Source: an optimization exercise on an open RTL-to-GDS flow (aim: small area, a short achievable clock period and few clock cycles). Production flows keep margins and buffers that such runs may drop. The RTL was checked by simulation tests, not by an equivalence proof against the original design. Power and IR drop assume default switching activity.

**flow/flow/run.sh**
```bash
#!/bin/bash
# Standard layout (standard synthesis, floorplan, place, CTS, route), with
# repair_timing asked for more setup slack than the clock period needs, so
# that it shortens the critical paths, and port buffers that it can size.
set -euo pipefail
bash standard.sh finish SETUP_SLACK_MARGIN=10 "BUFFER_PORTS_ARGS=-buffer_cell sky130_fd_sc_hd__buf_2" > make_finish.log 2>&1
```
**flow/standard.sh**
```bash
#!/bin/bash
# synth_recipe.tcl (not shown) runs the flow's synth.tcl, then flattens the netlist and writes it again
# the make line also repeats each setting of config.mk as NAME=value (left out here)
make -C /OpenROAD-flow-scripts/flow DESIGN_CONFIG=/design/flow/config.mk WORK_HOME=/design/flow/orfs CLKGATE_MAP_FILE= SYNTH_SCRIPT=/design/flow/synth_recipe.tcl "${@:-finish}"
```
**flow/config.mk**
```make
export PLATFORM = sky130hd
export DESIGN_NAME = zc_demod
export DESIGN_NICKNAME = zc_demod
export VERILOG_FILES = /design/flow/design.v
export SDC_FILE = /design/flow/constraint.sdc
export NUM_CORES = 4
export LEC_CHECK = 0
export CAP_MARGIN = 20
export CORE_MARGIN = 2
export CORE_UTILIZATION = 60
export CTS_CLUSTER_DIAMETER = 70
export CTS_CLUSTER_SIZE = 24
export PLACE_DENSITY = 0.75
export SLEW_MARGIN = 20
export SYNTH_HIERARCHICAL = 1
```
**flow/constraint.sdc**
```tcl
create_clock -name core_clock -period 15.0 [get_ports {clk}]
set_input_delay 3.0000 -clock core_clock [delete_from_list [all_inputs] [get_ports {clk}]]
set_output_delay 3.0000 -clock core_clock [all_outputs]
set_load 0.01 [all_outputs]
```
**flow/design.v**
```verilog
module zc_demod (
    input  wire        clk,
    input  wire        rst,
    input  wire        cmd_valid,
    input  wire [31:0] cmd_data,
    output wire        cmd_ready,
    output reg         out_valid,
    output reg  [31:0] out_data,
    output wire [8:0]  status,
    output wire [63:0] sample_count
);
    localparam [16:0] LAST_IDX = 17'd99999;    
    localparam [1:0] FSM_SEARCH = 2'd0, FSM_LOCKED = 2'd1, FSM_CAPT = 2'd2;
    localparam [1:0] S_IDLE = 2'd0, S_HDR = 2'd1, S_DATA = 2'd2, S_END = 2'd3;
    localparam [1:0] PH_START = 2'd0, PH_ALIGN = 2'd1, PH_RUN = 2'd2;
    function automatic [7:0] cat_id(input [2:0] e);
        case (e)
            3'd0: cat_id = 8'h21;  3'd1: cat_id = 8'h12;
            3'd2: cat_id = 8'h07;  3'd3: cat_id = 8'h33;
            3'd4: cat_id = 8'h44;  3'd5: cat_id = 8'h55;
            3'd6: cat_id = 8'h66;  default: cat_id = 8'h77;
        endcase
    endfunction
    function automatic [7:0] cat_flen(input [2:0] e);
        case (e)
            3'd0: cat_flen = 8'd204;  3'd1: cat_flen = 8'd24;
            3'd2: cat_flen = 8'd20;   3'd3: cat_flen = 8'd18;
            3'd4: cat_flen = 8'd40;   3'd5: cat_flen = 8'd64;
            3'd6: cat_flen = 8'd30;   default: cat_flen = 8'd50;
        endcase
    endfunction
    function automatic [7:0] cat_minl(input [2:0] e);
        case (e)
            3'd0: cat_minl = 8'd20;  3'd1: cat_minl = 8'd8;
            3'd2: cat_minl = 8'd3;   3'd3: cat_minl = 8'd4;
            3'd4: cat_minl = 8'd5;   3'd5: cat_minl = 8'd10;
            3'd6: cat_minl = 8'd2;   default: cat_minl = 8'd6;
        endcase
    endfunction
    function automatic cat_msb(input [2:0] e);
        case (e)
            3'd1, 3'd3, 3'd6, 3'd7: cat_msb = 1'b0;
            default:                cat_msb = 1'b1;
        endcase
    endfunction
    function automatic cat_coal_en(input [2:0] e);
        case (e)
            3'd0, 3'd2, 3'd3, 3'd4: cat_coal_en = 1'b1;
            default:                cat_coal_en = 1'b0;
        endcase
    endfunction
    function automatic [7:0] cat_coal(input [2:0] e);
        case (e)
            3'd0, 3'd4: cat_coal = 8'h10;
            default:    cat_coal = 8'h7E;
        endcase
    endfunction
    reg [1:0]  st;
    reg        rdy;              
    reg        ctrl_inv, ctrl_raw, ill, halt;
    reg [2:0]  cause;
    reg [1:0]  fsm;
    reg [16:0] idx;
    reg [1:0]  phase;
    reg        pol;
    reg [16:0] run_start;
    reg [46:0] hist0;
    reg [62:0] hist1;
    reg [38:0] hist2;
    reg [5:0]  fill0, fill1, fill2;    
    reg [6:0]  eff0, eff1, eff2;       
    reg        cv0, cv1, cv2;
    reg [2:0]  marks0;                 
    reg [2:0]  marks1;                 
    reg [1:0]  marks2;                 
    reg [2:0]  lk_e;
    reg [1:0]  lk_ch;
    reg        lk_inv;
    reg [7:0]  flen;
    reg        a_msb, a_cen, a_c7e;      
    reg        f_full;                   
    reg        f_gt0, f_gt1;             
    reg [7:0]  byte_sr;
    reg [2:0]  bit_cnt;
    reg        dle_pend;
    reg [16:0] fr_start;
    reg [16:0] fr_end1;          
    reg [31:0] ring [0:50];
    reg [5:0]  ptr;              
    reg [7:0]  pbyte;            
    reg        pend;
    reg [5:0]  pend_w;           
    reg [1:0]  pend_l;           
    reg [2:0]  widx;
    reg [5:0]  wj;
    reg [5:0]  lastw;            
    reg        post_lock;
    reg [2:0]  post_e;
    reg [1:0]  post_ch;
    reg        post_inv;
    integer i;
    assign cmd_ready    = rdy;
    assign status       = {ctrl_raw, ctrl_inv, ill, cause, halt, fsm};
    assign sample_count = {47'd0, idx};
    wire ev_reset, ev_ill, ev_pe, ev_start, ev_align, ev_run, ev_smp;
    wire ev_inv, ev_raw, ev_eos, ev_iof, s_pol;
    zc_dec u_dec (
        .cmd_valid(cmd_valid), .cmd_data(cmd_data), .rdy(rdy), .halt(halt),
        .ctrl_inv(ctrl_inv), .phase(phase), .pol(pol),
        .ev_reset(ev_reset), .ev_ill(ev_ill), .ev_pe(ev_pe), .ev_start(ev_start),
        .ev_align(ev_align), .ev_run(ev_run), .ev_smp(ev_smp), .ev_inv(ev_inv),
        .ev_raw(ev_raw), .ev_eos(ev_eos), .ev_iof(ev_iof), .s_pol(s_pol)
    );
    wire [16:0] idx_inc = idx + 17'd1;
    wire        at_last = (idx == LAST_IDX);
    wire hold0, bit0, mk0, hold1, bit1, mk1, hold2, bit2, mk2;
    wire b0, b1, b2;
    wire any_lock, g_inv, cap, emit;
    wire [2:0] g_e;
    wire [1:0] g_ch;
    wire [7:0] sr_new;
    wire byte_done, byte_drop, coal_hit;
    zc_pp u_pp (
        .eff0(eff0), .eff1(eff1), .eff2(eff2), .cv0(cv0), .cv1(cv1), .cv2(cv2),
        .hist0(hist0), .hist1(hist1), .hist2(hist2),
        .fill0(fill0), .fill1(fill1), .fill2(fill2),
        .marks0(marks0), .marks1(marks1), .marks2(marks2),
        .fsm(fsm), .lk_ch(lk_ch), .lk_inv(lk_inv),
        .a_msb(a_msb), .a_cen(a_cen), .a_c7e(a_c7e), .f_full(f_full), .f_gt0(f_gt0), .f_gt1(f_gt1),
        .byte_sr(byte_sr), .bit_cnt(bit_cnt), .dle_pend(dle_pend),
        .hold0(hold0), .bit0(bit0), .mk0(mk0), .hold1(hold1), .bit1(bit1), .mk1(mk1),
        .hold2(hold2), .bit2(bit2), .mk2(mk2), .b0(b0), .b1(b1), .b2(b2),
        .any_lock(any_lock), .g_e(g_e), .g_ch(g_ch), .g_inv(g_inv), .cap(cap), .emit(emit),
        .sr_new(sr_new), .byte_done(byte_done), .byte_drop(byte_drop), .coal_hit(coal_hit)
    );
    wire [7:0]  proto  = lk_inv ? (8'd0 - cat_id(lk_e)) : cat_id(lk_e);
    wire [5:0]  nfull  = flen[7:2];
    wire [5:0]  nwd    = nfull + {5'd0, flen[1:0] != 2'd0};
    wire        ring_wr = pend && (ptr == pend_w);
    wire [31:0] ring_in;
    assign ring_in[7:0]   = (ring_wr && pend_l == 2'd0) ? pbyte : ring[0][7:0];
    assign ring_in[15:8]  = (ring_wr && pend_l == 2'd1) ? pbyte : ring[0][15:8];
    assign ring_in[23:16] = (ring_wr && pend_l == 2'd2) ? pbyte : ring[0][23:16];
    assign ring_in[31:24] = (ring_wr && pend_l == 2'd3) ? pbyte : ring[0][31:24];
    wire        wpart  = (wj == nfull);
    wire [31:0] ring_rd = {wpart                           ? 8'd0 : ring_in[31:24],
                           (wpart && flen[1:0] != 2'd3)    ? 8'd0 : ring_in[23:16],
                           (wpart && !flen[1])             ? 8'd0 : ring_in[15:8],
                           ring_in[7:0]};
    wire [16:0] fr_end = fr_end1 - 17'd1;
    reg [31:0] hdr_word;
    always @* begin
        case (widx)
            3'd0:    hdr_word = {4'h8, 3'b000, ctrl_raw, proto, 8'h00, flen};
            3'd1:    hdr_word = {15'd0, fr_start};
            3'd3:    hdr_word = {15'd0, fr_end};
            default: hdr_word = 32'd0;
        endcase
    end
    wire data_last = (ptr == wj) && (wj == lastw);
    always @(posedge clk) begin
        for (i = 0; i < 50; i = i + 1)
            ring[i] <= ring[i + 1];
        ring[50] <= ring_in;
    end
    task clear_frame;
        begin
            flen     <= 8'd0;
            f_full   <= 1'b0;
            f_gt0    <= 1'b0;
            f_gt1    <= 1'b0;
            bit_cnt  <= 3'd0;
            dle_pend <= 1'b0;
            pend     <= 1'b0;
        end
    endtask
    task do_capture;
        begin
            fr_end1 <= idx;
            fsm     <= FSM_CAPT;
            byte_sr <= sr_new;
            bit_cnt <= bit_cnt + 3'd1;
            if (byte_done) begin
                if (byte_drop) begin
                    dle_pend <= 1'b0;
                end else begin
                    pbyte  <= sr_new;
                    pend   <= 1'b1;
                    pend_w <= flen[7:2];
                    pend_l <= flen[1:0];
                    flen     <= flen + 8'd1;
                    f_full   <= (flen + 8'd2 == cat_flen(lk_e));
                    f_gt0    <= f_gt1;
                    f_gt1    <= (flen + 8'd1 >= cat_minl(lk_e));
                    dle_pend <= coal_hit;
                end
            end
        end
    endtask
    task do_lock(input [2:0] e, input [1:0] k, input inv);
        begin
            clear_frame;
            lk_e     <= e;
            a_msb    <= cat_msb(e);
            a_cen    <= cat_coal_en(e);
            a_c7e    <= (cat_coal(e) == 8'h7E);
            lk_ch    <= k;
            lk_inv   <= inv;
            fsm      <= FSM_LOCKED;
            fr_start <= run_start;
            fr_end1  <= idx;
        end
    endtask
    task do_halt(input [2:0] why);
        begin
            clear_frame;
            fsm       <= FSM_SEARCH;
            phase     <= PH_START;
            cv0       <= 1'b0;
            cv1       <= 1'b0;
            cv2       <= 1'b0;
            halt      <= 1'b1;
            cause     <= why;
            out_valid <= 1'b1;
        end
    endtask
    task reset_all;
        begin
            clear_frame;
            st       <= S_IDLE;
            rdy      <= 1'b1;
            ctrl_inv <= 1'b0;
            ctrl_raw <= 1'b0;
            ill      <= 1'b0;
            halt     <= 1'b0;
            cause    <= 3'd0;
            fsm      <= FSM_SEARCH;
            idx      <= 17'd0;
            phase    <= PH_START;
            fill0    <= 6'd0;
            fill1    <= 6'd0;
            fill2    <= 6'd0;
            cv0      <= 1'b0;
            cv1      <= 1'b0;
            cv2      <= 1'b0;
            marks0   <= 3'd0;
            marks1   <= 3'd0;
            marks2   <= 2'd0;
            ptr      <= 6'd0;
        end
    endtask
    always @(posedge clk) begin
        out_valid <= 1'b0;
        case (st)
            S_IDLE:  out_data <= {4'h9, 26'd0, cmd_data[30] ? {cmd_data[28], 1'b1} : 2'b10};
            S_HDR:   out_data <= hdr_word;
            S_DATA:  out_data <= ring_rd;
            default: out_data <= {4'h9, 25'd0, 3'd2};
        endcase
        ptr       <= (ptr == 6'd50) ? 6'd0 : ptr + 6'd1;
        if (ring_wr) pend <= 1'b0;
        if (rst || ev_reset) begin
            reset_all;
        end else begin
            case (st)
            S_IDLE: begin
                if (ev_ill) ill <= 1'b1;
                if (ev_inv) ctrl_inv <= cmd_data[0];
                if (ev_raw) ctrl_raw <= cmd_data[0];
                if (ev_eos) do_halt(3'd1);
                if (ev_iof) do_halt(3'd3);
                if (ev_start) phase <= PH_ALIGN;
                if (ev_start || ev_smp || ev_pe) pol <= s_pol;
                if (ev_align) begin
                    phase     <= PH_RUN;
                    eff0      <= 7'd1;
                    eff1      <= 7'd1;
                    eff2      <= 7'd1;
                    run_start <= idx;
                end
                if (ev_run) begin
                    if (eff0 != 7'd127) eff0 <= eff0 + 7'd1;
                    if (eff1 != 7'd127) eff1 <= eff1 + 7'd1;
                    if (eff2 != 7'd127) eff2 <= eff2 + 7'd1;
                end
                if (ev_smp) begin
                    idx <= idx_inc;
                    if (at_last) do_halt(3'd2);
                end
                if (ev_pe) begin
                    cv0  <= hold0;
                    eff0 <= hold0 ? eff0 + 7'd1 : 7'd1;
                    if (bit0) begin
                        marks0 <= 3'd0;
                        hist0  <= {hist0[45:0], b0};
                        if (fill0 != 6'd47) fill0 <= fill0 + 6'd1;
                    end
                    if (mk0 && marks0 != 3'd7) marks0 <= marks0 + 3'd1;
                    cv1  <= hold1;
                    eff1 <= hold1 ? eff1 + 7'd1 : 7'd1;
                    if (bit1) begin
                        marks1 <= 3'd0;
                        hist1  <= {hist1[61:0], b1};
                        if (fill1 != 6'd63) fill1 <= fill1 + 6'd1;
                    end
                    if (mk1 && marks1 != 3'd5) marks1 <= marks1 + 3'd1;
                    cv2  <= hold2;
                    eff2 <= hold2 ? eff2 + 7'd1 : 7'd1;
                    if (bit2) begin
                        marks2 <= 2'd0;
                        hist2  <= {hist2[37:0], b2};
                        if (fill2 != 6'd39) fill2 <= fill2 + 6'd1;
                    end
                    if (mk2 && marks2 != 2'd3) marks2 <= marks2 + 2'd1;
                    if (emit) begin
                        if (cap) do_capture;
                        post_lock <= any_lock;
                        post_e    <= g_e;
                        post_ch   <= g_ch;
                        post_inv  <= g_inv;
                        widx      <= 3'd0;
                        st        <= S_HDR;
                        rdy       <= 1'b0;
                    end else begin
                        idx       <= idx_inc;
                        run_start <= idx;
                        if (any_lock)  do_lock(g_e, g_ch, g_inv);
                        else if (cap)  do_capture;
                        if (at_last) do_halt(3'd2);
                    end
                end
            end
            S_HDR: begin
                out_valid <= 1'b1;
                lastw     <= nwd - 6'd1;
                widx      <= widx + 3'd1;
                wj        <= 6'd0;
                if (widx == 3'd4) st <= S_DATA;
            end
            S_DATA: begin
                if (ptr == wj) begin
                    out_valid <= 1'b1;
                    wj        <= wj + 6'd1;
                end
                if (data_last) begin
                    idx       <= idx_inc;
                    run_start <= idx;
                    if (post_lock) begin
                        do_lock(post_e, post_ch, post_inv);
                    end else begin
                        clear_frame;
                        fsm <= FSM_SEARCH;
                    end
                    st  <= at_last ? S_END : S_IDLE;
                    rdy <= !at_last;
                end
            end
            default: begin  
                do_halt(3'd2);
                st  <= S_IDLE;
                rdy <= 1'b1;
            end
            endcase
        end
    end
endmodule
module zc_dec (
    input  wire        cmd_valid,
    input  wire [31:0] cmd_data,
    input  wire        rdy,
    input  wire        halt,
    input  wire        ctrl_inv,
    input  wire [1:0]  phase,
    input  wire        pol,
    output wire        ev_reset,     
    output wire        ev_ill,       
    output wire        ev_pe,        
    output wire        ev_start,     
    output wire        ev_align,     
    output wire        ev_run,       
    output wire        ev_smp,       
    output wire        ev_inv,
    output wire        ev_raw,
    output wire        ev_eos,
    output wire        ev_iof,
    output wire        s_pol
);
    localparam [1:0] PH_START = 2'd0, PH_ALIGN = 2'd1, PH_RUN = 2'd2;
    wire c_nop    = (cmd_data == 32'h0000_0000);
    wire c_sample = (cmd_data[31:16] == 16'h1000);
    wire c_setinv = (cmd_data[31:1] == 31'h1000_0000);
    wire c_setraw = (cmd_data[31:1] == 31'h1800_0000);
    wire c_eos    = (cmd_data == 32'h4000_0000);
    wire c_iofail = (cmd_data == 32'h5000_0000);
    wire c_reset  = (cmd_data == 32'hF000_0000);
    wire c_ill    = !(c_nop | c_sample | c_setinv | c_setraw | c_eos | c_iofail | c_reset);
    wire accept = cmd_valid && rdy;
    wire run    = accept && !halt;
    wire s_zero = (cmd_data[15:0] == 16'd0);
    assign s_pol = ctrl_inv ? (cmd_data[15] | s_zero) : !cmd_data[15];
    wire pe_if1    = (phase == PH_RUN) && !pol;
    wire pe_if0    = (phase == PH_RUN) && pol;
    wire pulse_end = s_pol ? pe_if1 : pe_if0;
    assign ev_reset = accept && c_reset;
    assign ev_ill   = accept && c_ill;
    assign ev_pe    = run && c_sample && pulse_end;
    assign ev_smp   = run && c_sample && !pulse_end;
    assign ev_start = run && c_sample && (phase == PH_START);
    assign ev_align = run && c_sample && (phase == PH_ALIGN) && !pol && s_pol;
    assign ev_run   = run && c_sample && (phase == PH_RUN) && !pulse_end;
    assign ev_inv   = run && c_setinv;
    assign ev_raw   = run && c_setraw;
    assign ev_eos   = run && c_eos;
    assign ev_iof   = run && c_iofail;
endmodule
module zc_pp (
    input  wire [6:0]  eff0, eff1, eff2,
    input  wire        cv0, cv1, cv2,
    input  wire [46:0] hist0,
    input  wire [62:0] hist1,
    input  wire [38:0] hist2,
    input  wire [5:0]  fill0, fill1, fill2,
    input  wire [2:0]  marks0,
    input  wire [2:0]  marks1,
    input  wire [1:0]  marks2,
    input  wire [1:0]  fsm,
    input  wire        a_msb, a_cen, a_c7e,
    input  wire        f_full, f_gt0, f_gt1,
    input  wire [1:0]  lk_ch,
    input  wire        lk_inv,
    input  wire [7:0]  byte_sr,
    input  wire [2:0]  bit_cnt,
    input  wire        dle_pend,
    output wire        hold0, bit0, mk0, hold1, bit1, mk1, hold2, bit2, mk2,
    output wire        b0, b1, b2,
    output wire        any_lock,
    output wire [2:0]  g_e,
    output wire [1:0]  g_ch,
    output wire        g_inv,
    output wire        cap,
    output wire        emit,
    output wire [7:0]  sr_new,
    output wire        byte_done,
    output wire        byte_drop,
    output wire        coal_hit
);
    localparam [1:0] FSM_SEARCH = 2'd0, FSM_LOCKED = 2'd1, FSM_CAPT = 2'd2;
    localparam [47:0] PAT0 = 48'h6969_6969_6910;
    localparam [63:0] PAT1 = 64'hA5F0_3C96_E14B_7D28;
    localparam [31:0] PAT3 = 32'hB34F_0A5C;
    localparam [39:0] PAT5 = 40'hE8_1D4B_2796;
    localparam [39:0] PAT6 = 40'h17_E2B4_D869;
    assign hold0 = (eff0 <= 7'd7);
    assign bit0  = (eff0 >= 7'd8)  && (eff0 <= 7'd12);
    assign mk0   = (eff0 >= 7'd18) && (eff0 <= 7'd22);
    assign hold1 = (eff1 <= 7'd14);
    assign bit1  = (eff1 >= 7'd15) && (eff1 <= 7'd24);
    assign mk1   = (eff1 >= 7'd35) && (eff1 <= 7'd44);
    assign hold2 = (eff2 <= 7'd29);
    assign bit2  = (eff2 >= 7'd30) && (eff2 <= 7'd49);
    assign mk2   = (eff2 >= 7'd70) && (eff2 <= 7'd89);
    assign b0 = !cv0;
    assign b1 = !cv1;
    assign b2 = !cv2;
    wire f0_48 = (fill0 >= 6'd47);
    wire f0_32 = (fill0 >= 6'd31);
    wire f1_64 = (fill1 >= 6'd63);
    wire f2_40 = (fill2 >= 6'd39);
    wire a0n = f0_48 && (hist0[46:0] ==  PAT0[47:1]);
    wire a0i = f0_48 && (hist0[46:0] == ~PAT0[47:1]);
    wire a3n = f0_32 && (hist0[30:0] ==  PAT3[31:1]);
    wire a3i = f0_32 && (hist0[30:0] == ~PAT3[31:1]);
    wire a1n = f1_64 && (hist1[62:0] ==  PAT1[63:1]);
    wire a1i = f1_64 && (hist1[62:0] == ~PAT1[63:1]);
    wire a5n = f2_40 && (hist2[38:0] ==  PAT5[39:1]);
    wire a5i = f2_40 && (hist2[38:0] == ~PAT5[39:1]);
    wire a6n = f2_40 && (hist2[38:0] ==  PAT6[39:1]);
    wire a6i = f2_40 && (hist2[38:0] == ~PAT6[39:1]);
    wire       hit0  = b0 ? (a0i | a3i) : (a0n | a3n);
    wire [2:0] hte0  = b0 ? (a0i ? 3'd0 : 3'd3) : (a0n ? 3'd0 : 3'd3);
    wire       hit1  = b1 ? a1i : a1n;
    wire       hit2  = b2 ? (a6n | a5i) : (a5n | a6i);
    wire [2:0] hte2  = b2 ? (a6n ? 3'd6 : 3'd5) : (a5n ? 3'd5 : 3'd6);
    wire       hti2  = b2 ? !a6n : !a5n;
    wire mh0 = (marks0 == 3'd6);
    wire mh1 = (marks1 == 3'd4);
    wire mh2 = (marks2 == 2'd2);
    wire lock0 = (bit0 && hit0) || (mk0 && mh0);
    wire lock1 = (bit1 && hit1) || (mk1 && mh1);
    wire lock2 = (bit2 && hit2) || (mk2 && mh2);
    wire [2:0] le0 = bit0 ? hte0 : 3'd7;
    wire       li0 = bit0 && b0;
    wire [2:0] le1 = bit1 ? 3'd1 : 3'd4;
    wire       li1 = bit1 && b1;
    wire [2:0] le2 = bit2 ? hte2 : 3'd2;
    wire       li2 = bit2 && hti2;
    assign any_lock = lock0 | lock1 | lock2;
    assign     g_e   = lock2 ? le2 : lock1 ? le1 : le0;
    assign     g_ch  = lock2 ? 2'd2 : lock1 ? 2'd1 : 2'd0;
    assign       g_inv = lock2 ? li2 : lock1 ? li1 : li0;
    wire active = (fsm != FSM_SEARCH);
    wire cap0 = bit0 && !hit0;
    wire cap1 = bit1 && !hit1 && !lock0;
    wire cap2 = bit2 && !hit2 && !lock0 && !lock1;
    assign cap  = active && (lk_ch == 2'd0 ? cap0 : lk_ch == 2'd1 ? cap1 : cap2);
    wire       cb_raw   = (lk_ch == 2'd0) ? b0 : (lk_ch == 2'd1) ? b1 : b2;
    wire       cbit     = cb_raw ^ lk_inv;
    assign     sr_new   = a_msb ? {byte_sr[6:0], cbit} : {cbit, byte_sr[7:1]};
    assign       byte_done = (bit_cnt == 3'd7);
    assign       coal_hit = a_cen && (sr_new == (a_c7e ? 8'h7E : 8'h10));
    assign       byte_drop = coal_hit && dle_pend;
    wire       app      = byte_done && !byte_drop;
    wire       full_if  = f_full;
    wire       gt_min0  = f_gt0;
    wire       gt_min1  = f_gt1;
    wire cap_full = cap && app && full_if;
    wire lock_emit = any_lock &&
                     (cap ? (app ? gt_min1 : gt_min0) : (fsm == FSM_CAPT && gt_min0));
    assign emit = cap_full || lock_emit;
endmodule
```
==> results_dict.tcl, run 1 <==
set metrics [dict create \
    share_of_the_clock_period_used_by_the_worst_path_after_layout_pct 34.1 \
    async_reset_ff_share_pct 0 \
    drt_first_pass_iters 8 \
    relSlewSlack_pct 16.6 \
    holdBufCountCts 0 \
    globalRouteOverflowTotal 0 \
    flow.area_growth_from_synthesis_pct 10.9 \
    r2r_setup_slack_ns 10.14 \
    nNetsFinal 3546 \
    finalClockSkew_ns 0.0331 \
    syn-cell-area_um2 51700 \
    number_of_pins_exceeding_their_max_slew_limit_in_the_final_report 0 \
    power_density_nw_per_um2 146 \
    highest_achievable_clock_rate_mhz 196 \
    synth-edff-count 277 \
    tightest_slew_ns 1.24 \
    vias_in_the_first_global_route 23091 \
    place.port_buffers 94 \
    timing.reg2reg.worst_path_depth 11 \
    cts_root_buf "sky130_fd_sc_hd__clkbuf_16" \
    path_class "primary input to flip-flop" \
    ir_drop_mv 0.124 \
    grt_start_max_net_pins 52 \
    ys_dominant_reg_cell "sky130_fd_sc_hd__dfxtp_1" \
    htree_levels 3 \
    cp.arrival_ns 5.73 \
    drt-total-wl_um 82500 \
    comb_power_share_pct 0.4 \
    die_w_um 298 \
    cp.required_ns 15.62 \
    synth_warnings 8 \
    slowest_cell_delay_on_critical_path_ns 0.37 \
    post-place-cells 4461 \
    floorplan.rows 107 \
    gp_congestion 0.841 \
    start_util_pct 60.7 \
    critical_path.cell_chain "buf_2 > nor4_4 > nand4_2 > o21ai_4 > xor2_2 > nor4b_4 > buf_12 > buf_4 > buf_8 > nand2_8 > nor2_4 > nand2_2 > nor4_4 > buf_4 > a32oi_1 > nand2_1" \
    share_of_final_layout_standard_cells_stronger_than_drive_strength_1_pct 13.1 \
    worst_hold_path.num_cells 0 \
    fp.dieArea_um2 88600 \
    clock_power_share_pct 34.2 \
    post_route_drc 0 \
    drv.max_cap_violation_count 0 \
    hpwl_um 48000 \
    design.core.area_um2 85300 \
    global_route.usage.total_pct 18.3 \
    detailedRoute.firstIterationViolations 1744 \
    p_sw_share_pct 19.7 \
    holdPathEnd "ring[33][0]" \
    grt_pass1_wl_um 129000 \
    fill_cell_count 5640 \
    regToRegStartpoint "hist1[28]" \
    hp-start "ring[34][0]" \
    cp-start-kind "primary input" \
    period_needed_ns 5.11 \
    die_y_um 298 \
    power.switching_mw 1.65 \
    min-delay-path-class "flip-flop to flip-flop" \
    io_pins 142 \
    clk_buf_depth 3 \
    status "no timing/DRC/antenna violations" \
    crit_fanout 7 \
    final.setup.tns_ns 0 \
    rr_endpoint "fr_end1[3]" \
    synth.avg_cell_area_um2 15.8 \
    setup-violations-final 0 \
    grt_antenna_before_repair 0 \
    tritoncts_num_sinks 2024 \
    critical_path_endpoint_category "flip-flop" \
    vias_per_cell 5.06 \
    leakage_power_nw 21.4 \
    yosys_reg_bits 2024 \
    internal_power_mw 6.74 \
    final_core_utilization_pct 67.3 \
    synth.distinct_cells 98 \
    path_clk_slew_ns 0.09 \
    insertedDiodeCount 0 \
    rsz0062_at_grt "true" \
    tritoncts.num_buffers 98 \
    clock_network_latency_to_the_later_pin_of_the_worst_skew_pair_ns 0.69 \
    routed-via-count 23563 \
    drtAntennaViolNets 0 \
    synth-seq-area-share_pct 83.7 \
    power_frac_seq_pct 65.3 \
    synth_cells 3277 \
    layout_common_cells "sky130_fd_sc_hd__dfxtp_1, sky130_fd_sc_hd__edfxtp_1, sky130_fd_sc_hd__nor2_1" \
    crit_path_top_delay_cell "sky130_fd_sc_hd__nor4_4" \
    routedWlPerCell_um 17.7 \
    report.final.hold_viol_count 0 \
    layout.cells.non_filler 4656 \
    cts_tree "built" \
    most_common_cell_after_layout_fill_and_taps_aside "sky130_fd_sc_hd__dfxtp_1" \
]
[critical path, delay by kind of cell]
| kind | cells | cell delay, ns |
|---|---|---|
| AND/OR/NAND/NOR | 8 | 1.50 |
| XOR/XNOR | 1 | 0.22 |
| AO/OA/AOI/OAI | 2 | 0.27 |
| buffers and inverters | 5 | 0.71 |
[area by class of cell]
class	count	area [um2]	area share [%]
flip-flops and latches	2024	43300	75.5
multi-input cells	1142	8520	14.8
clock buffers	119	2550	4.45
well taps	1144	1430	2.49
repair buffers	152	1070	1.86
clock inverters	18	287	0.499
inverters	56	221	0.386
repair inverters	1	7.51	0.0131
[sequential cells by signal, summed over array words and instances (netlist names), 8 cells and up]
name and flops:
hist2 39, byte_sr 8, flen 8, hist0 47, pbyte 8, fr_start 17
hist1 63, out_data 32, idx 17, run_start 17, fr_end1 17, ring 1632
[synth_stat cells, types with 8 or more instances]
master | number | area share (%)
sky130_fd_sc_hd__a21oi_1 | 52 | 0.50
sky130_fd_sc_hd__a222oi_1 | 8 | 0.15
sky130_fd_sc_hd__a22oi_1 | 9 | 0.13
sky130_fd_sc_hd__a31oi_1 | 17 | 0.21
sky130_fd_sc_hd__and2_1 | 14 | 0.17
sky130_fd_sc_hd__and3_1 | 21 | 0.25
sky130_fd_sc_hd__and4_1 | 8 | 0.14
sky130_fd_sc_hd__and4b_1 | 9 | 0.17
sky130_fd_sc_hd__buf_1 | 9 | 0.065
sky130_fd_sc_hd__buf_4 | 53 | 0.77
sky130_fd_sc_hd__clkbuf_1 | 47 | 0.34
sky130_fd_sc_hd__dfxtp_1 | 1747 | 68
sky130_fd_sc_hd__edfxtp_1 | 277 | 16
sky130_fd_sc_hd__ha_1 | 36 | 0.87
sky130_fd_sc_hd__inv_1 | 52 | 0.38
sky130_fd_sc_hd__mux2_2 | 65 | 1.4
sky130_fd_sc_hd__mux2i_1 | 34 | 0.66
sky130_fd_sc_hd__nand2_1 | 113 | 0.82
sky130_fd_sc_hd__nand2b_1 | 17 | 0.21
sky130_fd_sc_hd__nand3_1 | 44 | 0.43
sky130_fd_sc_hd__nand3b_1 | 9 | 0.13
sky130_fd_sc_hd__nand4_1 | 32 | 0.39
sky130_fd_sc_hd__nand4b_1 | 14 | 0.24
sky130_fd_sc_hd__nor2_1 | 118 | 0.86
sky130_fd_sc_hd__nor2b_1 | 24 | 0.29
sky130_fd_sc_hd__nor3_1 | 27 | 0.26
sky130_fd_sc_hd__nor3b_1 | 8 | 0.12
sky130_fd_sc_hd__nor4_1 | 24 | 0.29
sky130_fd_sc_hd__nor4b_1 | 17 | 0.29
sky130_fd_sc_hd__nor4bb_1 | 18 | 0.35
sky130_fd_sc_hd__o21ai_0 | 67 | 0.65
sky130_fd_sc_hd__o22ai_1 | 13 | 0.16
sky130_fd_sc_hd__o31ai_1 | 9 | 0.13
sky130_fd_sc_hd__or3_1 | 22 | 0.27
sky130_fd_sc_hd__or4_1 | 9 | 0.13
sky130_fd_sc_hd__xnor2_1 | 52 | 0.88
sky130_fd_sc_hd__xor2_1 | 45 | 0.76
[modules after synthesis (local to each module, per instance)]
module    cells  flops+latches
zc_pp       236              0
zc_demod   3001           2024
zc_dec       40              0
[worst max path at each step]
stage	from	endpoint	slack, ns	depth (start not counted)
after CTS	cmd_data[4]	idx[11]	9.96	13
after floorplan	cmd_data[11]	a_c7e	9.33	8
after global placement	cmd_data[17]	fr_start[10]	8.46	10
final	cmd_data[7]	dle_pend	9.89	16
after global routing	cmd_data[11]	dle_pend	9.78	16
after detailed placement	cmd_data[22]	fr_start[15]	8.37	10
[what timing repair did]
item                       CTS  global route
cloned                       6             7
setup buffers               17            28
setup endpoints to repair  352           270
pin swaps                   12            25
resized for setup           23            58
[metrics by stage]
stage                     instance area, um2  hold slack (ns)  power [mW]  setup WS [ns]
final                                  57400            0.307        8.39           9.89
after detailed placement               53600            0.312        5.64           8.37
after global routing                   57400            0.311        8.64           9.78
after CTS                              56800            0.308        8.46           9.96
after floorplan                        52400            0.310        5.64           9.33
after global placement                 53600            0.310        5.64           8.46
[power groups by stage]
| stage | Sequential [mW] | Clock, mW | Combinational, mW |
|---|---|---|---|
| after floorplan | 5.61 | 0 | 0.0308 |
| after global placement | 5.61 | 0 | 0.0312 |
| after CTS | 5.48 | 2.94 | 0.0329 |
| after global routing | 5.48 | 3.12 | 0.0384 |
| final | 5.48 | 2.87 | 0.0355 |
| after detailed placement | 5.61 | 0 | 0.0318 |
[per-layer routing]
metal	vias to the layer above	share of wire, %	wire (um)	GRT usage (%)
li1	11461	-	-	-
met1	11368	47	38500	26.4
met2	584	46	37600	28.9
met5	-	0	0	0
met4	0	2.8	2320	5.89
met3	150	5.0	4120	2.43
[kinds of logic (layout without fill, tap and decap cells)]
group	after synthesis	count (layout)	share of synthesized area (%)
other cells	1	47	0.00725
xor+xnor	97	97	1.64
fa+ha+maj	36	36	0.871
simple gates	584	589	6.57
mux	101	101	2.12
compound gates	267	272	3.48
flops	2024	2024	83.7
buf+inv	167	346	1.62
Testbench counts, summed over its fixed seeds: cycles 390,972.
==> run 2, diff against run 1 <==
--- a/flow/config.mk
+++ b/flow/config.mk
@@ -6,10 +6,11 @@
 export NUM_CORES = 4
 export LEC_CHECK = 0
+export ABC_AREA = 1
 export CAP_MARGIN = 20
 export CORE_MARGIN = 2
-export CORE_UTILIZATION = 60
+export CORE_UTILIZATION = 40
 export CTS_CLUSTER_DIAMETER = 70
 export CTS_CLUSTER_SIZE = 24
-export PLACE_DENSITY = 0.75
+export PLACE_DENSITY = 0.6
 export SLEW_MARGIN = 20
 export SYNTH_HIERARCHICAL = 1
==> results_dict.tcl, run 2 <==
set metrics [dict create \
    crit_path_top_delay_cell "sky130_fd_sc_hd__buf_4" \
    status "no timing/DRC/antenna violations" \
    leading_cell_types_by_count_after_synthesis "sky130_fd_sc_hd__dfxtp_1, sky130_fd_sc_hd__nand2_1, sky130_fd_sc_hd__nor2_1" \
    clk_buf_depth 3 \
    fp.dieArea_um2 136000 \
    power_density_nw_per_um2 144 \
    worst_path_dominant_cell_family "simple AND/OR/NAND/NOR gates" \
    hpwl_um 54800 \
    leakage_power_nw 23.5 \
    met1_global_route_usage_pct 18.8 \
    crit_fanout 46 \
    layout_common_cells "sky130_fd_sc_hd__dfxtp_1, sky130_fd_sc_hd__nand2_1, sky130_fd_sc_hd__nor2_1" \
    relSlewSlack_pct 26.9 \
    grt_pass1_wl_um 135000 \
    synthMostInstantiatedCell "sky130_fd_sc_hd__dfxtp_1" \
    period_needed_ns 4.83 \
    fill_cell_count 11939 \
    finalClockSkew_ns 0.0437 \
    post-place-cells 5954 \
    cts_tree "built" \
    synth_warnings 8 \
    tightest_slew_ns 1.09 \
    synth-seq-area-share_pct 81.1 \
    ys_dominant_reg_cell "sky130_fd_sc_hd__dfxtp_1" \
    total_power_mw 8.51 \
    die_y_um 369 \
    cts_root_buf "sky130_fd_sc_hd__clkbuf_16" \
    setup.worst_path.start "cmd_data[23]" \
    clock_network_latency_to_the_later_pin_of_the_worst_skew_pair_ns 0.71 \
    design.core.area_um2 133000 \
    drtAntennaViolNets 0 \
    regToRegStartpoint "cv1" \
    hp-start "ring[22][7]" \
    detailedRoute.firstIterationViolations 2026 \
    flow.area_growth_from_synthesis_pct 10.6 \
    final.setup.tns_ns 0 \
    start_util_pct 40.1 \
    gr_util_met2_pct 17.4 \
    setup-violations-final 0 \
    tritoncts.num_buffers 102 \
    vias_in_the_first_global_route 24838 \
    drv.max_cap_violation_count 0 \
    grt_start_max_net_pins 64 \
    critical_path_endpoint_category "flip-flop" \
    cp.required_ns 15.41 \
    routedWlPerCell_um 13.8 \
    nNetsFinal 4370 \
    insertedDiodeCount 0 \
    drt-total-wl_um 84300 \
    global_route.usage.total_pct 12.3 \
    syn-cell-area_um2 53400 \
    post_synth_main_area_contributors "sky130_fd_sc_hd__dfxtp_1, sky130_fd_sc_hd__edfxtp_1, sky130_fd_sc_hd__nand2_1" \
    min-delay-path-class "flip-flop to flip-flop" \
    flip_flop_count_of_the_largest_register_after_layout 1632 \
    synth.distinct_cells 67 \
    most_common_cell_after_layout_fill_and_taps_aside "sky130_fd_sc_hd__dfxtp_1" \
    async_reset_ff_share_pct 0 \
    share_of_the_clock_period_used_by_the_worst_path_after_layout_pct 32.2 \
    post_route_drc 0 \
    synth_cells 4128 \
    cp-start-kind "primary input" \
    cell_with_the_most_instances_on_the_worst_path "sky130_fd_sc_hd__nand2_1" \
    cp.arrival_ns 5.23 \
    registers.top_by_ff_count "ring" \
    vias_per_cell 4.33 \
    met3_usage_pct 2.18 \
    grt_most_used_layer "met1" \
    floorplan.rows 134 \
    layout.cells.non_filler 6103 \
    htree_levels 3 \
    share_of_final_layout_standard_cells_stronger_than_drive_strength_1_pct 8.19 \
    hold-worst-slack_ns 0.302 \
    holdBufCountCts 0 \
    io_pins 142 \
    drt_first_pass_iters 7 \
    synth.avg_cell_area_um2 12.9 \
    critical_path.cell_chain "buf_2 > nor2_1 > nand2_1 > nor2_2 > nand2_1 > nor4_2 > nor2_4 > buf_4 > clkinv_1 > buf_4 > nor2_4 > nand2_1 > nand2_1" \
    ir_drop_mv 0.0973 \
    highest_achievable_clock_rate_mhz 207 \
    tritoncts_num_sinks 2024 \
    globalRouteOverflowTotal 0 \
    yosys.area.top_type_share_pct 65.5 \
    slowest_cell_delay_on_critical_path_ns 0.38 \
    path_clk_slew_ns 0.09 \
    synth-edff-count 277 \
    report.final.hold_viol_count 0 \
    yosys_reg_bits 2024 \
    place.port_buffers 94 \
    r2r_setup_slack_ns 10.86 \
    grt_antenna_before_repair 3 \
    rsz0062_at_grt "false" \
    gp_congestion 0.835 \
    path_class "primary input to flip-flop" \
    routed-via-count 26404 \
    timing.critical_path.buf_inv 4 \
    die_w_um 369 \
    number_of_pins_exceeding_their_max_slew_limit_in_the_final_report 0 \
    netlist.top_cell.by_area "sky130_fd_sc_hd__dfxtp_1" \
    top_regs "ring (1632), hist1 (63), hist0 (47)" \
]
run 2: cell types whose count changed in the layout (fill, tap and decap cells not counted), sizes merged, moves of 62 or more:
cell / previous run / this run
nand3: 44 / 155
nand2: 113 / 643
o21ai: 72 / 134
inv: 64 / 338
nor2: 119 / 355
mux2: 67 / 3
run 2: logic make-up (layout without fill, tap and decap cells):
kind of cell               Yosys count  count (layout)  synth area share [%]
adders and majority gates           36              36                 0.844
DFF                               2024            2024                  81.1
muxes                                3               3                0.0633
xor gates and xnor gates            23              23                 0.378
other                                1              47               0.00703
AOI/OAI and AO/OA                  297             297                  3.22
and+or+nand+nor                   1320            1320                  10.9
buffers and inverters              424             585                  3.49
run 2: layer usage:
layer,wire (um),part of all wire [%]
met1,44100,52
met2,33900,40
met3,3870,4.6
met4,2380,2.8
met5,0,0
run 2: worst reg2reg max path, stage by stage (launching register included):
cell and delay, ns:
sky130_fd_sc_hd__dfxtp_1 0.71, sky130_fd_sc_hd__inv_2 0.31, sky130_fd_sc_hd__nand2_1 0.18, sky130_fd_sc_hd__nand4_1 0.13
sky130_fd_sc_hd__nand3_1 0.13, sky130_fd_sc_hd__o21ai_0 0.23, sky130_fd_sc_hd__nor2_2 0.21, sky130_fd_sc_hd__nand3_2 0.11
sky130_fd_sc_hd__nand3_1 0.09, sky130_fd_sc_hd__nand2_1 0.06, sky130_fd_sc_hd__inv_1 0.07, sky130_fd_sc_hd__nand3_2 0.08
sky130_fd_sc_hd__nand3_2 0.09, sky130_fd_sc_hd__nand2_2 0.11, sky130_fd_sc_hd__nor2_1 0.39, sky130_fd_sc_hd__nor2_1 0.07
sky130_fd_sc_hd__nand2_1 0.67, sky130_fd_sc_hd__o21ai_0 0.19
run 2: final timing paths:
path                                    end  cells after the start
worst max register to register   fr_end1[8]                     17
worst max-delay path                  wj[5]                     13
worst min-delay path            ring[21][7]                      0
worst min register to register  ring[21][7]                      0
run 2: cell type report:
type,count,area (um2),area share [%]
Inverter,330,1240,2.11
Multi-Input combinational cell,1726,8540,14.5
Sequential cell,2024,43300,73.4
Clock buffer,113,2660,4.50
Tap cell,1768,2210,3.75
Timing Repair Buffer,115,657,1.11
Clock inverter,27,405,0.687
run 2: per-module statistics from Yosys (local to each module, per instance):
module | flops+latches | cell area (um2) | times used | cells
zc_demod | 2024 | 50400 | 1 | 3467
zc_pp | 0 | 2600 | 1 | 578
zc_dec | 0 | 399 | 1 | 83
run 2: per-stage QoR:
step / util (%) / worst slack [ns] / area, um2
final: 44.4 / 10.17 / 59000
after global routing: 44.4 / 9.93 / 59000
after CTS: 44.3 / 10.0 / 58900
after detailed placement: 42.0 / 8.74 / 55800
after global placement: 42.0 / 8.83 / 55800
after floorplan: - / 9.55 / 53700
run 2: timing repair:
item / CTS / global route
setup endpoints to repair: 251 / 199
setup buffers: 5 / 4
endpoints found under the hold margin: 0 / 0
pin swaps: 2 / 3
gates resized for setup: 3 / 7
run 2: where the power goes:
| group | total, mW | internal, mW | leakage (nW) | switching, mW |
|---|---|---|---|---|
| sequential | 5.49 | 5.48 | 16.6 | 0.00796 |
| clock | 2.98 | 1.34 | 1.49 | 1.64 |
| combinational | 0.0475 | 0.0162 | 5.41 | 0.0313 |
| total | 8.51 | 6.83 | 23.5 | 1.68 |
==> run 3, diff against run 2 <==
--- a/flow/config.mk
+++ b/flow/config.mk
@@ -6,5 +6,4 @@
 export NUM_CORES = 4
 export LEC_CHECK = 0
-export ABC_AREA = 1
 export CAP_MARGIN = 20
 export CORE_MARGIN = 2
==> results_dict.tcl, run 3 <==
set metrics [dict create \
    global_route.usage.total_pct 12.2 \
    critical_path_endpoint_category "flip-flop" \
    flow.area_growth_from_synthesis_pct 12.7 \
    path_class "primary input to flip-flop" \
    grt_most_used_layer "met1" \
    yosys_reg_bits 2024 \
    gp_congestion 0.806 \
    power_density_nw_per_um2 147 \
    ir_drop_mv 0.101 \
    period_needed_ns 5.00 \
    share_of_the_clock_period_used_by_the_worst_path_after_layout_pct 33.4 \
    syn-cell-area_um2 51700 \
    worst_hold_path.num_cells 0 \
    place.port_buffers 94 \
    die_y_um 364 \
    setup-violations-final 0 \
    vias_in_the_first_global_route 22383 \
    synthMostInstantiatedCell "sky130_fd_sc_hd__dfxtp_1" \
    gr_util_met2_pct 17.6 \
    post_synth_main_area_contributors "sky130_fd_sc_hd__dfxtp_1, sky130_fd_sc_hd__edfxtp_1, sky130_fd_sc_hd__mux2_2" \
    holdPathEnd "ring[16][27]" \
    globalRouteOverflowTotal 0 \
    relSlewSlack_pct 27.0 \
    critical_path.cell_chain "buf_2 > nor4_4 > nand4_2 > o21ai_4 > xor2_2 > nor4b_4 > buf_12 > nor2b_4 > nor2_4 > nor2_4 > a21oi_4 > buf_6 > or4_1 > a21oi_1" \
    design.core.area_um2 128000 \
    total_power_mw 8.55 \
    synth-seq-area-share_pct 83.7 \
    post_route_drc 0 \
    fill_cell_count 11076 \
    registers.top_by_ff_count "ring" \
    leading_cell_types_by_count_after_synthesis "sky130_fd_sc_hd__dfxtp_1, sky130_fd_sc_hd__edfxtp_1, sky130_fd_sc_hd__nor2_1" \
    grt_pass1_wl_um 128000 \
    cts_root_buf "sky130_fd_sc_hd__clkbuf_16" \
    grt_start_max_net_pins 33 \
    number_of_pins_exceeding_their_max_slew_limit_in_the_final_report 0 \
    die_w_um 364 \
    highest_achievable_clock_rate_mhz 200 \
    drtAntennaViolNets 0 \
    io_pins 142 \
    status "no timing/DRC/antenna violations" \
    clk_buf_depth 3 \
    fp.dieArea_um2 132000 \
    rsz0062_at_grt "true" \
    tritoncts_num_sinks 2024 \
    floorplan.rows 131 \
    cts_tree "built" \
    final_core_utilization_pct 45.5 \
    hold-worst-slack_ns 0.316 \
    crit_fanout 8 \
    cp-start-kind "primary input" \
    netlist.top_cell.by_area "sky130_fd_sc_hd__dfxtp_1" \
    layout_common_cells "sky130_fd_sc_hd__dfxtp_1, sky130_fd_sc_hd__edfxtp_1, sky130_fd_sc_hd__nor2_1" \
    detailedRoute.firstIterationViolations 1518 \
    r2r_setup_slack_ns 10.24 \
    hpwl_um 49800 \
    synth.distinct_cells 98 \
    rr_endpoint "fr_end1[15]" \
    regToRegStartpoint "hist1[51]" \
    holdBufCountCts 0 \
    drv.max_cap_violation_count 0 \
    start_util_pct 40.4 \
    flip_flop_count_of_the_largest_register_after_layout 1632 \
    path_clk_slew_ns 0.09 \
    routed-via-count 23389 \
    timing.reg2reg.worst_path_depth 11 \
    synth_warnings 8 \
    met3_usage_pct 2.39 \
    most_common_cell_after_layout_fill_and_taps_aside "sky130_fd_sc_hd__dfxtp_1" \
    tritoncts.num_buffers 104 \
    clock_network_latency_to_the_later_pin_of_the_worst_skew_pair_ns 0.71 \
    slowest_cell_delay_on_critical_path_ns 0.39 \
    drt_first_pass_iters 5 \
    synth.avg_cell_area_um2 15.8 \
    synth-edff-count 277 \
    cp.required_ns 15.62 \
    share_of_final_layout_standard_cells_stronger_than_drive_strength_1_pct 13.4 \
    met1_global_route_usage_pct 18.5 \
    crit_path_top_delay_cell "sky130_fd_sc_hd__or4_1" \
    vias_per_cell 4.46 \
    drt-total-wl_um 81900 \
    yosys.area.top_type_share_pct 67.6 \
    report.final.hold_viol_count 0 \
    final.setup.tns_ns 0 \
    nNetsFinal 3550 \
    finalClockSkew_ns 0.0317 \
    cell_with_the_most_instances_on_the_worst_path "sky130_fd_sc_hd__nor2_4" \
    synth_cells 3277 \
    hp-start "ring[17][27]" \
    grt_antenna_before_repair 3 \
    htree_levels 3 \
    routedWlPerCell_um 15.6 \
    leakage_power_nw 21.6 \
    tightest_slew_ns 1.09 \
    ys_dominant_reg_cell "sky130_fd_sc_hd__dfxtp_1" \
    cp.arrival_ns 5.63 \
    min-delay-path-class "flip-flop to flip-flop" \
    async_reset_ff_share_pct 0 \
    top_regs "ring (1632), hist1 (63), hist0 (47)" \
]
-- run 3: cell types whose count changed in the layout (fill, tap and decap cells not counted), moves of 24 or more --
cell                      before  now
sky130_fd_sc_hd__mux2i_1       0   34
sky130_fd_sc_hd__xnor2_1       5   51
sky130_fd_sc_hd__nor2_1      326  111
sky130_fd_sc_hd__nand3_1     147   42
sky130_fd_sc_hd__o21ai_0     114   49
sky130_fd_sc_hd__a21oi_1     100   42
sky130_fd_sc_hd__buf_4        18   48
sky130_fd_sc_hd__xor2_1       18   44
sky130_fd_sc_hd__inv_1       309   50
sky130_fd_sc_hd__nand2_1     623  106
sky130_fd_sc_hd__mux2_2        3   48
sky130_fd_sc_hd__nor3_1       47   23
-- run 3: final cells by class --
type | count | area [um2] | share of cell area, %
Sequential cell | 2024 | 43300 | 74.3
Multi-Input combinational cell | 1139 | 8420 | 14.5
Clock buffer | 117 | 2710 | 4.66
Tap cell | 1729 | 2160 | 3.71
Timing Repair Buffer | 153 | 1010 | 1.74
Clock inverter | 28 | 443 | 0.760
Inverter | 56 | 219 | 0.376
Timing Repair inverter | 1 | 5.00 | 0.00859
Antenna cell | 1 | 2.50 | 0.00429
-- run 3: modules after synthesis (local to each module, per instance) --
module    copies in the design  flip-flops and latches  cell area, um2  cells inside
zc_demod                     1                    2024           49800          3001
zc_pp                        1                       0            1680           236
zc_dec                       1                       0             302            40
-- run 3: how the worst max path moves through the flow --
| stage | from | endpoint | cells after the start |
|---|---|---|---|
| global route | cmd_data[3] | idx[7] | 14 |
| finish | cmd_data[3] | idx[7] | 14 |
| detailed placement | cmd_data[11] | fr_start[14] | 10 |
| global placement | cmd_data[3] | fr_start[12] | 10 |
| floorplan | cmd_data[11] | a_c7e | 8 |
| CTS | cmd_data[3] | fr_start[13] | 9 |
-- run 3: repair_timing --
| item | in CTS | in global routing |
|---|---|---|
| gates resized for setup | 21 | 44 |
| endpoints found under the setup margin | 338 | 329 |
| setup buffers | 26 | 21 |
| gates cloned | 6 | 3 |
| pin swaps | 11 | 18 |
-- run 3: worst max-delay path: cells and delay by family --
kind	cells	cell delay (ns)
AND/OR/NAND/NOR	7	1.53
AO/OA/AOI/OAI	3	0.46
XOR/XNOR	1	0.17
buffers and inverters	3	0.47
-- run 3: cell families (layout without fill, tap and decap cells) --
logic type,count (synthesis),after routing,synth area share [%]
mux,101,101,2.12
simple gates,584,589,6.57
buf+inv,167,355,1.62
fa+ha+maj,36,36,0.871
compound gates,267,269,3.48
flops,2024,2024,83.7
other cells,1,48,0.00725
xor+xnor,97,97,1.64
-- run 3: report_power, final --
group / switching [mW] / total [mW] / internal [mW]
Clock: 1.66 / 3.03 / 1.37
Sequential: 0.00379 / 5.48 / 5.48
Combinational: 0.0239 / 0.0361 / 0.0122
-- run 3: per-layer routing --
layer	part of all wire, %	vias to the layer above
met3	4.7	160
met4	2.7	0
met1	51	11272
met2	42	480
met5	0	-
li1	-	11477
-- run 3: stage by stage --
step / worst slack, ns / area (um2) / cells
final: 10.0 / 58300 / 5248
after global routing: 9.89 / 58300 / 5247
after CTS: 9.97 / 57900 / 5223
after detailed placement: 8.29 / 54400 / 5046
after global placement: 8.43 / 54300 / 5046
after floorplan: 9.33 / 52400 / 3323
==> run 4, diff against run 3 <==
--- a/flow/config.mk
+++ b/flow/config.mk
@@ -9,6 +9,6 @@
 export CORE_MARGIN = 2
 export CORE_UTILIZATION = 40
-export CTS_CLUSTER_DIAMETER = 70
-export CTS_CLUSTER_SIZE = 24
+export CTS_CLUSTER_DIAMETER = 85
+export CTS_CLUSTER_SIZE = 27
 export PLACE_DENSITY = 0.6
 export SLEW_MARGIN = 20
==> results_dict.tcl, run 4 <==
set metrics [dict create \
    die_y_um 364 \
    grt_antenna_before_repair 4 \
    share_of_the_clock_period_used_by_the_worst_path_after_layout_pct 34.2 \
    crit_path_end "idx[11]" \
    min-delay-path-class "flip-flop to flip-flop" \
    drv.max_cap_violation_count 0 \
    die_w_um 364 \
    io_pins 142 \
    power_density_nw_per_um2 142 \
    routedWlPerCell_um 15.6 \
    multi_input_area_um2 8390 \
    netlist.top_cell.by_area "sky130_fd_sc_hd__dfxtp_1" \
    leading_cell_types_by_count_after_synthesis "sky130_fd_sc_hd__dfxtp_1, sky130_fd_sc_hd__edfxtp_1, sky130_fd_sc_hd__nor2_1" \
    async_reset_ff_share_pct 0 \
    final_core_utilization_pct 45.0 \
    clock_power_share_pct 32.7 \
    number_of_pins_exceeding_their_max_slew_limit_in_the_final_report 0 \
    clock_network_latency_to_the_later_pin_of_the_worst_skew_pair_ns 0.69 \
    tritoncts_num_sinks 2024 \
    layout.cells.non_filler 5224 \
    setup.worst_path.start "cmd_data[3]" \
    flip_flop_count_of_the_largest_register_after_layout 1632 \
    cts_root_buf "sky130_fd_sc_hd__clkbuf_16" \
    report.final.hold_viol_count 0 \
    comb_power_share_pct 0.4 \
    synth_warnings 8 \
    path_clk_slew_ns 0.10 \
    nNetsFinal 3537 \
    grt_pass1_wl_um 126000 \
    relSlewSlack_pct 20.3 \
    rr_endpoint "run_start[10]" \
    holdBufCountCts 0 \
    critical_path_endpoint_category "flip-flop" \
    rsz0062_at_grt "true" \
    grt_start_max_net_pins 40 \
    highest_achievable_clock_rate_mhz 195 \
    post_synth_main_area_contributors "sky130_fd_sc_hd__dfxtp_1, sky130_fd_sc_hd__edfxtp_1, sky130_fd_sc_hd__mux2_2" \
    yosys_reg_bits 2024 \
    drtAntennaViolNets 0 \
    path_class "primary input to flip-flop" \
    drt_first_pass_iters 5 \
    power.switching_mw 1.58 \
    crit_fanout 5 \
    hp-start "ring[17][27]" \
    floorplan.rows 131 \
    global_route.usage.total_pct 12.1 \
    registers.top_by_ff_count "ring" \
    post_route_drc 0 \
    most_common_cell_after_layout_fill_and_taps_aside "sky130_fd_sc_hd__dfxtp_1" \
    total_power_mw 8.19 \
    regToRegStartpoint "hist1[51]" \
    place.port_buffers 94 \
    routed-via-count 23240 \
    globalRouteOverflowTotal 0 \
    fp.dieArea_um2 132000 \
    synth.avg_cell_area_um2 15.8 \
    synth_cells 3277 \
    synthMostInstantiatedCell "sky130_fd_sc_hd__dfxtp_1" \
    layout_common_cells "sky130_fd_sc_hd__dfxtp_1, sky130_fd_sc_hd__edfxtp_1, sky130_fd_sc_hd__nor2_1" \
    yosys.area.top_type_share_pct 67.6 \
    cp-start-kind "primary input" \
    tritoncts.num_buffers 87 \
    synth.distinct_cells 98 \
    detailedRoute.firstIterationViolations 1523 \
    hpwl_um 49800 \
    r2r_setup_slack_ns 10.32 \
    timing.reg2reg.worst_path_depth 11 \
    cp.arrival_ns 5.76 \
    share_of_final_layout_standard_cells_stronger_than_drive_strength_1_pct 12.6 \
    period_needed_ns 5.14 \
    design.core.area_um2 128000 \
    p_sw_share_pct 19.3 \
    status "no timing/DRC/antenna violations" \
    start_util_pct 40.4 \
    vias_in_the_first_global_route 22096 \
    final.setup.tns_ns 0 \
    fill_cell_count 11160 \
    cp.required_ns 15.62 \
    finalClockSkew_ns 0.0263 \
    clk_buf_depth 3 \
    flow.area_growth_from_synthesis_pct 11.4 \
    gp_congestion 0.806 \
    leakage_power_nw 21.3 \
    synth-seq-area-share_pct 83.7 \
    cts_tree "built" \
    setup-violations-final 0 \
    top_regs "ring (1632), hist1 (63), hist0 (47)" \
    ys_dominant_reg_cell "sky130_fd_sc_hd__dfxtp_1" \
    post-place-cells 5046 \
    power_frac_seq_pct 66.9 \
    tightest_slew_ns 1.19 \
    synth-edff-count 277 \
    syn-cell-area_um2 51700 \
    drt-total-wl_um 81300 \
    htree_levels 3 \
    vias_per_cell 4.45 \
    sequential_cell_area_um2 43300 \
    ir_drop_mv 0.107 \
    internal_power_mw 6.61 \
]
-- run 4: logic make-up (layout without fill, tap and decap cells) --
group | Yosys count | after routing | share of synthesized area (%)
flops | 2024 | 2024 | 83.7
simple gates | 584 | 589 | 6.57
compound gates | 267 | 269 | 3.48
buf+inv | 167 | 331 | 1.62
mux | 101 | 101 | 2.12
xor+xnor | 97 | 97 | 1.64
fa+ha+maj | 36 | 36 | 0.871
other cells | 1 | 48 | 0.00725
-- run 4: worst max-delay path, cell delays in order --
cell	delay [ns]
sky130_fd_sc_hd__buf_2	0.11
sky130_fd_sc_hd__nor4_4	0.27
sky130_fd_sc_hd__nand4_2	0.17
sky130_fd_sc_hd__o21ai_4	0.24
sky130_fd_sc_hd__xor2_2	0.20
sky130_fd_sc_hd__nor4b_4	0.31
sky130_fd_sc_hd__buf_12	0.16
sky130_fd_sc_hd__nor2b_4	0.17
sky130_fd_sc_hd__nor2_4	0.06
sky130_fd_sc_hd__nor2_4	0.18
sky130_fd_sc_hd__buf_6	0.13
sky130_fd_sc_hd__a21oi_4	0.04
sky130_fd_sc_hd__or4b_1	0.55
sky130_fd_sc_hd__a21oi_1	0.15
-- run 4: per-stage QoR --
step / setup WS [ns] / instance area [um2] / hold slack [ns]
after CTS: 9.96 / 57100 / 0.312
after global routing: 9.79 / 57600 / 0.320
after floorplan: 9.33 / 52400 / 0.310
final: 9.86 / 57600 / 0.313
after detailed placement: 8.29 / 54400 / 0.312
after global placement: 8.43 / 54300 / 0.310
-- run 4: modules after synthesis (local to each module, per instance) --
module | copies in the design | cells inside | area, um2 | flip-flops and latches
zc_dec | 1 | 40 | 302 | 0
zc_demod | 1 | 3001 | 49800 | 2024
zc_pp | 1 | 236 | 1680 | 0
-- run 4: power by group through the flow --
| stage | registers (mW) | clock network, mW | logic, mW |
|---|---|---|---|
| global placement | 5.61 | 0 | 0.0319 |
| finish | 5.48 | 2.67 | 0.0354 |
| floorplan | 5.61 | 0 | 0.0308 |
| global route | 5.48 | 2.97 | 0.0385 |
| CTS | 5.48 | 2.77 | 0.0340 |
| detailed placement | 5.61 | 0 | 0.0323 |
-- run 4: repair_timing --
item,4_1_cts,5_1_grt
gates resized for setup,19,48
setup endpoints to repair,342,331
pin swaps,13,23
buffers inserted,14,37
cloned,5,4
hold endpoints to repair,0,0
-- run 4: cell type report --
| cell class | count | area share (%) |
|---|---|---|
| multi-input cells | 1139 | 14.6 |
| repair buffers | 157 | 1.83 |
| well taps | 1729 | 3.75 |
| inverters | 56 | 0.384 |
| clock buffers | 101 | 3.87 |
| flip-flops and latches | 2024 | 75.1 |
| clock inverters | 16 | 0.443 |
| repair inverters | 1 | 0.0130 |
| diodes | 1 | 0.00434 |
-- run 4: metal layers --
| metal | vias to the layer above | track usage [%] | part of all wire, % |
|---|---|---|---|
| met5 | - | 0 | 0 |
| met2 | 466 | 17.4 | 41 |
| met3 | 138 | 2.23 | 4.7 |
| met1 | 11214 | 18.3 | 51 |
| li1 | 11422 | - | - |
| met4 | 0 | 3.84 | 2.8 |
-- run 4: worst min-delay path by stage --
stage / end / cells past startpoint
after detailed placement: ring[12][24] / 0
after CTS: ring[3][4] / 0
final: ring[16][27] / 0
after global routing: ring[16][27] / 0
after global placement: ring[26][11] / 0
after floorplan: ring[0][0] / 0
==> run 5, diff against run 4 <==
--- a/flow/config.mk
+++ b/flow/config.mk
@@ -6,4 +6,5 @@
 export NUM_CORES = 4
 export LEC_CHECK = 0
+export ABC_AREA = 1
 export CAP_MARGIN = 20
 export CORE_MARGIN = 2
==> results_dict.tcl, run 5 <==
set metrics [dict create \
    status "no timing/DRC/antenna violations" \
    die_y_um 369 \
    vias_per_cell 4.33 \
    nNetsFinal 4355 \
    critical_path.cell_chain "buf_2 > nor2_1 > nand2_1 > nor2_2 > nand2_1 > nor4_2 > nor2_4 > buf_4 > clkinv_1 > buf_4 > nor4_2" \
    htree_levels 3 \
    internal_power_mw 6.62 \
    cp.required_ns 15.32 \
    path_clk_slew_ns 0.10 \
    tritoncts.num_buffers 87 \
    cp.arrival_ns 5.22 \
    async_reset_ff_share_pct 0 \
    grt_antenna_before_repair 3 \
    holdBufCountCts 0 \
    post_synth_main_area_contributors "sky130_fd_sc_hd__dfxtp_1, sky130_fd_sc_hd__edfxtp_1, sky130_fd_sc_hd__nand2_1" \
    post-route-worst-setup-slack_ns 10.10 \
    routedWlPerCell_um 13.8 \
    synth.avg_cell_area_um2 12.9 \
    synth_warnings 8 \
    fp.dieArea_um2 136000 \
    start_util_pct 40.1 \
    place.port_buffers 94 \
    slowest_cell_delay_on_critical_path_ns 0.68 \
    grt_start_max_net_pins 64 \
    top_regs "ring (1632), hist1 (63), hist0 (47)" \
    io_pins 142 \
    routed-via-count 26295 \
    registers.top_by_ff_count "ring" \
    finalClockSkew_ns 0.0238 \
    tritoncts_num_sinks 2024 \
    most_common_cell_after_layout_fill_and_taps_aside "sky130_fd_sc_hd__dfxtp_1" \
    clock_power_share_pct 32.6 \
    period_needed_ns 4.90 \
    drtAntennaViolNets 0 \
    grt_pass1_wl_um 135000 \
    synth-seq-area-share_pct 81.1 \
    number_of_pins_exceeding_their_max_slew_limit_in_the_final_report 0 \
    detailedRoute.firstIterationViolations 2058 \
    critical_path_endpoint_category "flip-flop" \
    hold-worst-slack_ns 0.320 \
    report.final.hold_viol_count 0 \
    cts_tree "built" \
    highest_achievable_clock_rate_mhz 204 \
    cp-start-kind "primary input" \
    share_of_final_layout_standard_cells_stronger_than_drive_strength_1_pct 7.70 \
    leakage_power_nw 23.2 \
    clock_network_latency_to_the_later_pin_of_the_worst_skew_pair_ns 0.69 \
    p_sw_share_pct 19.4 \
    crit_fanout 46 \
    ir_drop_mv 0.0795 \
    path_class "primary input to flip-flop" \
    synth_cells 4128 \
    placement.setup.worst_slack_ns 8.74 \
    cts_root_buf "sky130_fd_sc_hd__clkbuf_16" \
    crit_path_top_delay_cell "sky130_fd_sc_hd__nor4_2" \
    hpwl_um 54800 \
    layout_common_cells "sky130_fd_sc_hd__dfxtp_1, sky130_fd_sc_hd__nand2_1, sky130_fd_sc_hd__nor2_1" \
    flow.area_growth_from_synthesis_pct 9.52 \
    ys_dominant_reg_cell "sky130_fd_sc_hd__dfxtp_1" \
    synth.distinct_cells 67 \
    flip_flop_count_of_the_largest_register_after_layout 1632 \
    post_route_drc 0 \
    design.core.area_um2 133000 \
    yosys_reg_bits 2024 \
    power.switching_mw 1.60 \
    yosys.area.top_type_share_pct 65.5 \
    drt_first_pass_iters 7 \
    clk_buf_depth 3 \
    min-delay-path-class "flip-flop to flip-flop" \
    power_frac_seq_pct 66.8 \
    drt-total-wl_um 84000 \
    netlist.top_cell.by_area "sky130_fd_sc_hd__dfxtp_1" \
    drv.max_cap_violation_count 0 \
    share_of_the_clock_period_used_by_the_worst_path_after_layout_pct 32.7 \
    syn-cell-area_um2 53400 \
    final.setup.tns_ns 0 \
    globalRouteOverflowTotal 0 \
    leading_cell_types_by_count_after_synthesis "sky130_fd_sc_hd__dfxtp_1, sky130_fd_sc_hd__nand2_1, sky130_fd_sc_hd__nor2_1" \
    comb_power_share_pct 0.6 \
    synth-edff-count 277 \
    synthMostInstantiatedCell "sky130_fd_sc_hd__dfxtp_1" \
    tightest_slew_ns 1.06 \
    setup-violations-final 0 \
    power_density_nw_per_um2 141 \
    floorplan.rows 134 \
    global_route.usage.total_pct 12.2 \
    vias_in_the_first_global_route 24691 \
    relSlewSlack_pct 28.8 \
    die_w_um 369 \
    gp_congestion 0.835 \
    rsz0062_at_grt "true" \
]
-- run 5: Yosys stat by module, one instance, submodules excluded --
module / area [um2] / flops+latches
zc_demod: 50400 / 2024
zc_pp: 2600 / 0
zc_dec: 399 / 0
-- run 5: path summary, 6_finish.rpt --
kind | cells past startpoint | slack (ns) | endpoint | start
max | 11 | 10.10 | post_e[1] | cmd_data[16]
min | 0 | 0.32 | ring[29][20] | ring[30][20]
max reg2reg | 17 | 10.84 | fr_end1[13] | cv1
min reg2reg | 0 | 0.32 | ring[29][20] | ring[30][20]
-- run 5: stage by stage --
| step | utilization [%] | instances | cell area (um2) | total power, mW |
|---|---|---|---|---|
| 4_1_cts | 43.9 | 6073 | 58300 | 8.32 |
| 2_1_floorplan | - | 4174 | 53700 | 5.66 |
| 5_1_grt | 44.0 | 6078 | 58400 | 8.52 |
| 3_3_place_gp | 42.0 | 5954 | 55800 | 5.66 |
| 6_report | 44.0 | 6079 | 58400 | 8.22 |
| 3_5_place_dp | 42.0 | 5954 | 55800 | 5.66 |
-- run 5: kinds of logic (layout without fill, tap and decap cells) --
group                      after synthesis  after routing  share of synthesized area (%)
buffers and inverters                  424            560                           3.49
AOI/OAI and AO/OA                      297            297                           3.22
other                                    1             48                        0.00703
and+or+nand+nor                       1320           1320                           10.9
xor gates and xnor gates                23             23                          0.378
muxes                                    3              3                         0.0633
DFF                                   2024           2024                           81.1
adders and majority gates               36             36                          0.844
-- run 5: layout make-up --
cell class | instances | area (um2)
Fill cell | 12014 | 74500
Sequential cell | 2024 | 43300
Multi-Input combinational cell | 1726 | 8550
Clock buffer | 101 | 2310
Tap cell | 1768 | 2210
Inverter | 330 | 1240
Timing Repair Buffer | 115 | 648
Clock inverter | 14 | 180
Antenna cell | 1 | 2.50
-- run 5: power groups by stage --
stage	Clock (mW)	Combinational (mW)	Sequential, mW
detailed placement	0	0.0469	5.62
CTS	2.79	0.0470	5.49
global route	2.97	0.0535	5.49
global placement	0	0.0459	5.61
floorplan	0	0.0421	5.61
finish	2.68	0.0475	5.49
-- run 5: worst max-delay path: cells and delay by family --
kind	cells	cell delay, ns
buffers and inverters	4	1.06
and+or+nand+nor	7	1.15
-- run 5: timing repair --
action / in CTS / in global routing
setup buffers: 4 / 5
resized for setup: 3 / 12
pin swaps: 2 / 2
setup endpoints to repair: 254 / 197
-- run 5: layer usage --
layer	share of wire [%]	vias up	GRT usage [%]
met5	0.014	-	0
met4	2.9	2	3.98
met3	4.8	158	2.32
met2	40	533	17.3
met1	53	12174	18.7
li1	-	13428	-

[afterwards: timing with drivers on the ports]
The results above use ideal ports. As a check the final layouts listed here were re-extracted and re-timed, cells and wires unchanged. Step 1 sets driving cells, clkbuf_16 on the clock port and buf_2 on the other inputs (assumed; they add their load-dependent delay and slew). Step 2, shift: input delay + t, output delay - t, t = (earliest + latest rising clock arrival at the registers) / 2. This alone moves slack from input paths to output paths. Three values: no drivers, after step 1, after step 2; two values: the first two.
| run | t, ns | slack for setup (ns) | pins driven straight from the clock port |
|---|---|---|---|
| run 1 | 0.743 | 9.888 / 9.929 / 9.186 | 1 |
| run 2 | 0.754 | 10.173 / 10.220 / 9.466 | 1 |
| run 3 | 0.764 | 9.997 / 10.043 / 9.279 | 1 |
| run 4 | 0.740 | 9.864 / 9.903 / 9.162 | 1 |
| run 5 | 0.748 | 10.101 / 10.150 / 9.402 | 1 |
After both steps every run listed still meets setup and hold. The setup slack of run 3, which loses most, moves by +0.046 ns with the drivers and by -0.718 ns with both steps.
